This design comes from an exercise in tuning for a short achievable clock period and few clock cycles per item on the open sky130 flow, not from production work. The RTL of this run was laid out without a check of its function. Power figures rest on the tool's default switching activity, not on a simulated workload.

==> design/flow/config.mk <==
export PLATFORM = sky130hd
export DESIGN_NAME = lcc_core
export DESIGN_NICKNAME = lcc_core
export VERILOG_FILES = /design/flow/design.v
export SDC_FILE = /design/flow/constraint.sdc
export NUM_CORES = 4
export LEC_CHECK = 0
export CAP_MARGIN = 20
export CORE_MARGIN = 2
export CORE_UTILIZATION = 40
export SETUP_SLACK_MARGIN = 1.2
export SLEW_MARGIN = 20
==> design/flow/constraint.sdc <==
create_clock -name core_clock -period 3.2 [get_ports {clk}]
set_input_delay 0.6400 -clock core_clock [delete_from_list [all_inputs] [get_ports {clk}]]
set_output_delay 0.6400 -clock core_clock [all_outputs]
set_load 0.01 [all_outputs]
==> design/flow/design.v <==
module lcc_core (
    input  wire        clk,
    input  wire        rst,         
    input  wire        cmd_valid,
    output wire        cmd_ready,
    input  wire [7:0]  cmd,
    input  wire [15:0] din,
    output reg         rsp_valid,
    output reg  [15:0] dout,
    output reg  [1:0]  rsp
);
    localparam [1:0] RSP_OK        = 2'b00;
    localparam [1:0] RSP_MALFORMED = 2'b01;
    localparam [1:0] RSP_ILLEGAL   = 2'b10;
    localparam [3:0] OP_NOP      = 4'h0;
    localparam [3:0] OP_MAN_ENC  = 4'h1;
    localparam [3:0] OP_MAN_DEC  = 4'h2;
    localparam [3:0] OP_MAN_CHK  = 4'h3;
    localparam [3:0] OP_MAN_DECC = 4'h4;
    localparam [3:0] OP_DM_ENC   = 4'h5;
    localparam [3:0] OP_DM_DEC   = 4'h6;
    localparam [3:0] OP_BMC_ENC  = 4'h7;
    localparam [3:0] OP_BMC_DEC  = 4'h8;
    localparam [3:0] OP_BMC_CHK  = 4'h9;
    localparam [3:0] OP_TRANS    = 4'hA;
    localparam [3:0] OP_CSRR     = 4'hB;
    localparam [3:0] OP_CSRW     = 4'hC;
    reg        pol;
    reg        prev;
    reg        err;
    reg        ill;
    reg [15:0] cnt;
    assign cmd_ready = ~rst;
    wire accept = cmd_valid & cmd_ready;
    wire [3:0] op = cmd[7:4];
    wire [1:0] w  = cmd[3:2];
    wire [1:0] z  = cmd[1:0];
    wire [3:0] k  = cmd[3:0];
    reg legal;
    always @* begin
        case (op)
            OP_NOP:  legal = (k == 4'd0);
            OP_CSRR: legal = (k <= 4'd4);
            OP_CSRW: legal = (k <= 4'd3);
            OP_MAN_ENC, OP_MAN_DEC, OP_MAN_CHK, OP_DM_ENC, OP_DM_DEC,
            OP_BMC_ENC, OP_BMC_DEC, OP_BMC_CHK:
                     legal = (z == 2'b00) && (w != 2'b11);
            OP_MAN_DECC, OP_TRANS:
                     legal = (z == 2'b00) && (w == 2'b10);
            default: legal = 1'b0;
        endcase
    end
    reg [3:0] nbits;
    always @* begin
        case (w)
            2'b00:   nbits = 4'd1;
            2'b01:   nbits = 4'd4;
            default: nbits = 4'd8;
        endcase
    end
    integer j;
    reg [15:0] man_enc_out;
    always @* begin
        man_enc_out = 16'h0000;
        for (j = 0; j < 8; j = j + 1)
            if (j < nbits) begin
                man_enc_out[2*j+1] = ~(din[j] ^ pol);
                man_enc_out[2*j]   =   din[j] ^ pol;
            end
    end
    reg [15:0] man_dec_out;
    reg        man_bad;
    always @* begin
        man_dec_out = 16'h0000;
        man_bad     = 1'b0;
        for (j = 0; j < 8; j = j + 1)
            if (j < nbits) begin
                man_dec_out[j] = din[2*j] ^ pol;
                if (din[2*j+1] == din[2*j])
                    man_bad = 1'b1;
            end
    end
    reg [7:0] decc_data;
    reg       decc_valid;
    always @* begin
        decc_data  = 8'h00;
        decc_valid = 1'b1;
        for (j = 0; j < 8; j = j + 1) begin
            decc_data[j] = din[2*j] ^ pol;
            if (din[2*j+1] == din[2*j])
                decc_valid = 1'b0;
        end
    end
    reg [15:0] dm_enc_out;
    reg        dm_enc_prev;
    reg        dm_s0;
    always @* begin
        dm_enc_out  = 16'h0000;
        dm_enc_prev = prev;
        dm_s0       = 1'b0;
        for (j = 7; j >= 0; j = j - 1)
            if (j < nbits) begin
                dm_s0 = din[j] ? dm_enc_prev : ~dm_enc_prev;
                dm_enc_out[2*j+1] = dm_s0;
                dm_enc_out[2*j]   = ~dm_s0;
                dm_enc_prev       = ~dm_s0;
            end
    end
    reg [15:0] dm_dec_out;
    reg        dm_dec_prev;
    always @* begin
        dm_dec_out  = 16'h0000;
        dm_dec_prev = prev;
        for (j = 7; j >= 0; j = j - 1)
            if (j < nbits) begin
                dm_dec_out[j] = (dm_dec_prev == din[2*j+1]);
                dm_dec_prev   = din[2*j];
            end
    end
    reg [15:0] bmc_enc_out;
    reg        bmc_enc_prev;
    reg        bmc_s0;
    reg        bmc_s1;
    always @* begin
        bmc_enc_out  = 16'h0000;
        bmc_enc_prev = prev;
        bmc_s0       = 1'b0;
        bmc_s1       = 1'b0;
        for (j = 7; j >= 0; j = j - 1)
            if (j < nbits) begin
                bmc_s0 = ~bmc_enc_prev;
                bmc_s1 = din[j] ? ~bmc_s0 : bmc_s0;
                bmc_enc_out[2*j+1] = bmc_s0;
                bmc_enc_out[2*j]   = bmc_s1;
                bmc_enc_prev       = bmc_s1;
            end
    end
    reg [15:0] bmc_dec_out;
    always @* begin
        bmc_dec_out = 16'h0000;
        for (j = 0; j < 8; j = j + 1)
            if (j < nbits)
                bmc_dec_out[j] = din[2*j+1] ^ din[2*j];
    end
    reg bmc_chk_prev;
    reg bmc_bad;
    always @* begin
        bmc_chk_prev = prev;
        bmc_bad      = 1'b0;
        for (j = 7; j >= 0; j = j - 1)
            if (j < nbits) begin
                if (din[2*j+1] == bmc_chk_prev)
                    bmc_bad = 1'b1;
                bmc_chk_prev = din[2*j];
            end
    end
    wire [7:0] trans_mask = din[7:0] ^ {prev, din[7:1]};
    reg [15:0] csr_rdata;
    always @* begin
        case (k)
            4'd0:    csr_rdata = {15'd0, pol};
            4'd1:    csr_rdata = {15'd0, prev};
            4'd2:    csr_rdata = {14'd0, ill, err};
            4'd3:    csr_rdata = cnt;
            default: csr_rdata = err ? cnt : 16'h0000;
        endcase
    end
    wire [15:0] cnt_inc = (cnt == 16'hFFFF) ? cnt : cnt + 16'd1;
    reg        pol_n, prev_n, err_n, ill_n;
    reg [15:0] cnt_n;
    reg [15:0] dout_n;
    reg [1:0]  rsp_n;
    reg        chk_valid;
    reg        do_account;
    always @* begin
        pol_n      = pol;
        prev_n     = prev;
        err_n      = err;
        ill_n      = ill;
        cnt_n      = cnt;
        dout_n     = 16'h0000;
        rsp_n      = RSP_OK;
        chk_valid  = 1'b1;
        do_account = 1'b0;
        if (!legal) begin
            ill_n = 1'b1;
            rsp_n = RSP_ILLEGAL;
        end else begin
            case (op)
                OP_MAN_ENC: dout_n = man_enc_out;
                OP_MAN_DEC: begin
                    dout_n = man_dec_out;
                    rsp_n  = man_bad ? RSP_MALFORMED : RSP_OK;
                end
                OP_MAN_CHK: begin
                    chk_valid  = ~man_bad;
                    do_account = 1'b1;
                    rsp_n      = man_bad ? RSP_MALFORMED : RSP_OK;
                end
                OP_MAN_DECC: begin
                    chk_valid  = decc_valid;
                    do_account = 1'b1;
                    dout_n     = decc_valid ? {8'h00, decc_data} : 16'h0000;
                    rsp_n      = decc_valid ? RSP_OK : RSP_MALFORMED;
                end
                OP_DM_ENC: begin
                    dout_n = dm_enc_out;
                    prev_n = dm_enc_prev;
                end
                OP_DM_DEC: begin
                    dout_n = dm_dec_out;
                    prev_n = dm_dec_prev;
                end
                OP_BMC_ENC: begin
                    dout_n = bmc_enc_out;
                    prev_n = bmc_enc_prev;
                end
                OP_BMC_DEC: begin
                    dout_n = bmc_dec_out;
                    prev_n = din[0];
                end
                OP_BMC_CHK: begin
                    chk_valid  = ~bmc_bad;
                    do_account = 1'b1;
                    prev_n     = bmc_chk_prev;
                    rsp_n      = bmc_bad ? RSP_MALFORMED : RSP_OK;
                end
                OP_TRANS: dout_n = {8'h00, trans_mask};
                OP_CSRR:  dout_n = csr_rdata;
                OP_CSRW: begin
                    case (k)
                        4'd0: pol_n  = din[0];
                        4'd1: prev_n = din[0];
                        4'd2: begin
                            err_n = din[0];
                            ill_n = din[1];
                        end
                        default: cnt_n = din;
                    endcase
                end
                default: ;   
            endcase
            if (do_account) begin
                if (!chk_valid)
                    err_n = 1'b1;
                else if (!err)
                    cnt_n = cnt_inc;
            end
        end
    end
    always @(posedge clk) begin
        if (rst) begin
            pol       <= 1'b0;
            prev      <= 1'b0;
            err       <= 1'b0;
            ill       <= 1'b0;
            cnt       <= 16'h0000;
            rsp_valid <= 1'b0;
        end else begin
            rsp_valid <= accept;
            if (accept) begin
                pol  <= pol_n;
                prev <= prev_n;
                err  <= err_n;
                ill  <= ill_n;
                cnt  <= cnt_n;
                dout <= dout_n;
                rsp  <= rsp_n;
            end
        end
    end
endmodule
==> design/flow/run.sh <==
#!/bin/bash
# synth_recipe.tcl (not shown) runs the flow's synth.tcl, then flattens the netlist and writes it again
# the make line also repeats each setting of config.mk as NAME=value (left out here)
make -C /OpenROAD-flow-scripts/flow DESIGN_CONFIG=/design/flow/config.mk WORK_HOME=/design/flow/orfs CLKGATE_MAP_FILE= SYNTH_SCRIPT=/design/flow/synth_recipe.tcl finish
==> results.toml <==
[grt]
track_usage = 0.297
grtUsageMet1 = 0.406
grt_pass1_wl_um = 23500
grt_pass1_vias = 4198
gr-total-overflow = 0
use_met3 = 0.0486
grt_util_met2 = 0.490
antenna_found_initial = 0
grt_max_degree = 20
top_usage_layer = "met2"

[clocking]
holdBufCountCts = 0
cts_root_buf = "clkbuf_8"
cts_htree_levels = 2
clk_pin_slew_ns = 0.09
cts_sinks = 39
max-clock-path-buffers = 2
cts_tree = "built"
cts_buffers = 5
clock_latency_ns = 0.30

[synth]
synth_compound_area_frac = 0.302
ys_async_sr_fraction = 0
syn_area_per_cell_um2 = 7.98
synth.area.top_cells = "edfxtp_1 (14%), dfxtp_1 (11%), xnor2_1 (7.0%)"
synth_top_family_by_area = "compound AO/OA/AOI/OAI gates"
syn_inst = 486
syn-num-nets = 515
synthFlopType = "dfxtp_1"
yosysTopAreaCellShare = 0.139
synth_xor_xnor_area_share = 0.145
muxShareOfSynthArea = 0.0161
synth_fa_ha_area_frac = 0.00645
yosys_warnings = 1
yosysSeqAreaShare = 0.248
synth_cell_type_count = 75
yosys.area_share.simple = 0.229
ys_ff_latch = 39
synth_top_area_cell = "edfxtp_1"
synth-edff-count = 18
syn-cell-area_um2 = 3880

[routing]
vias_per_cell = 6.00
drc = 0
dr.pass1.iters = 7
drtIter0Drc = 339
post_drt_wl_per_cell_um = 20.9
vias = 4471
totalWireLength_um = 15600
drt.antenna.violating_nets = 0

[floorplan]
core_region_area_um2 = 9330
start_util = 0.416
design.portCount = 47
die_height_um = 102
dieArea_um2 = 10500
row_count = 35
die_w_um = 102

[sta]
fmax_ghz = 0.374
slew_headroom = 0.570
hold_viol_final = 0
rsz0062_at_grt = "true"
finalWorstSetupSlack_ns = 0.524
clock_skew_ns = 0.0107
finalMaxSlewViolations = 0
fin_crit_sh = 0.836
fin_crit_ns = 2.68
setup_viol = 0
worstMarginPinSlew_ns = 0.644

[placed_design]
dp_hpwl_um = 11500
gp_congestion = 0.982
io_buffers = 46
dp_slack_ns = -0.351

[critical_path]
crit_buf_inv = 2
max_stage_delay_ns = 0.42
path_cells = "buf_8 > nor2_4 > inv_2 > ha_4 > mux2i_4 > xnor2_1 > a21oi_1 > nand3b_1 > o31ai_4 > a31oi_4 > a21boi_2 > o22a_1"
critical_path_required_ns = 3.40
arrival_ns = 2.87
reg2regPathDepth = 8
crit_family = "compound AO/OA/AOI/OAI gates"
worst-path-stages = 12
crit_fanout = 6
reg2reg_slack_ns = 0.72
startpoint_type = "primary input"
endpoint_kind = "flop"
path_class = "in2reg"
critPathSlowestCell = "o31ai_4"

[cells_and_area]
drive_above_1_share = 0.351
syn2layout_area_growth_pct = 49.4
insertedDiodeCount = 0
final_common_cell = "buf_4"
fin_nets = 644
final_cell_mix = "buf_4 (85), nor2_1 (47), nand2_1 (37)"

[power_and_ir_drop]
p_per_area_nw_per_um2 = 297
vdd_drop_max_v = 0.000194
p_total_mw = 1.72
power_leakage_nw = 2.19

[job]
drv_cap = 0

[run_status]
status = "no timing/DRC/antenna violations"

[hold_path]
holdPathStages = 2
hold_path_class = "reg2reg"
## sequential cells by signal, indices dropped and copies added (netlist names)
| name | cells |
|---|---|
| cnt | 16 |
| dout | 16 |
| err | 1 |
| ill | 1 |
| pol | 1 |
| prev | 1 |
| rsp | 2 |
| rsp_valid | 1 |
## layout make-up
cell class                 instances  area (µm²)
fill                             794        3530
multi-input combinational        405        3140
sequential                        39         961
inverter                          10        41.3
tap                              129         161
clock buffer                       5        68.8
clock inverter                     3        43.8
timing repair buffer             154        1380
## synth_stat cells (3+ instances only)
master / number
nor2_1: 55
nand2_1: 41
xnor2_1: 31
a21oi_1: 29
o21ai_0: 22
dfxtp_1: 21
xor2_1: 19
edfxtp_1: 18
a211oi_1: 15
clkbuf_1: 15
and3_1: 13
buf_2: 13
nor3_1: 13
nand3_1: 12
nor2b_1: 11
o21ai_1: 10
o22a_1: 10
nand2b_1: 9
inv_1: 8
a221oi_1: 7
o22ai_1: 7
o211ai_1: 6
a211oi_2: 5
a22oi_1: 5
a31oi_1: 5
and2_1: 5
o21a_1: 5
mux2i_1: 4
nand4_1: 4
o221ai_1: 4
or3_1: 4
a221o_1: 3
buf_4: 3
o2bb2ai_1: 3
## per-stage QoR
step | std cells | TNS [ns] | utilization | instance area (µm²) | hold slack (ns)
2_1_floorplan | 486 | 0 | - | 4000 | 0.478
3_3_place_gp | 705 | -3.27 | 0.537 | 5010 | 0.533
3_5_place_dp | 705 | -4.92 | 0.537 | 5010 | 0.547
4_1_cts | 732 | 0 | 0.588 | 5490 | 0.568
5_1_grt | 745 | 0 | 0.621 | 5790 | 0.605
6_report | 745 | 0 | 0.621 | 5790 | 0.578
## worst register-to-register path: stages, from the launching register on
cell	delay [ns]
dfxtp_1	0.44
buf_4	0.28
xnor2_1	0.14
o31ai_2	0.38
nand3_4	0.12
o31ai_4	0.33
a31oi_4	0.22
a21boi_2	0.25
o22a_1	0.22
## power breakdown
group	internal [mW]	switching [mW]	total, mW	leakage (nW)
logic	0.369	0.371	0.740	1.80
clock network	0.233	0.209	0.441	0.0581
registers	0.535	0.00622	0.542	0.327
total	1.14	0.586	1.72	2.19
## what timing repair did
item | CTS | global route
setup buffers | 15 | 13
gates resized for setup | 114 | 50
cloned | 4 | 0
endpoints found under the setup margin | 39 | 38
pin swaps | 40 | 34
## kinds of logic (layout without fill, tap and decap cells)
logic type      count (synthesis)  after routing
simple gates                  181            182
fa+ha+maj                       2              2
xor+xnor                       56             56
mux                             5              5
buf+inv                        44            172
flops                          39             39
compound gates                159            160
## routing by layer
layer	vias to the layer above	part of all wire
li1	2063	-
met1	2142	0.42
met2	232	0.48
met3	34	0.080
met4	0	0.021
met5	-	0
## path summary, 6_finish.rpt
check	from	endpoint
setup / recovery	cmd[3]	cnt[1]$_SDFFE_PP0P_
hold reg to reg	cnt[13]$_SDFFE_PP0P_	cnt[13]$_SDFFE_PP0P_
setup reg to reg	prev$_SDFFE_PP0P_	cnt[1]$_SDFFE_PP0P_
hold / removal	cnt[13]$_SDFFE_PP0P_	cnt[13]$_SDFFE_PP0P_

## what the ideal ports hide
How much do the figures lean on ideal ports? The routed layout below was timed once more, with nothing changed but the port constraints. Step 1: set_driving_cell puts a clkbuf_16 on clk and a buf_2 on each other input, an assumption about the parent block. Step 2 moves the port delays by t, midway between the first and last clock arrival at a register: inputs arrive t later, outputs are due t later. That takes back most of the time a late clock gives input paths. a / b / c = no drivers / after step 1 / after step 2; a / b = the first two.
shift t [ns]: 0.331
slack for setup (ns): 0.524 / 0.518 / 0.188
worst hold slack (ns): 0.578 / 0.578 / 0.578
pins driven straight from the clock port: 1
After both steps setup and hold are still met in this run. The setup slack of this run moves by -0.006 ns with the drivers and by -0.336 ns with both steps.
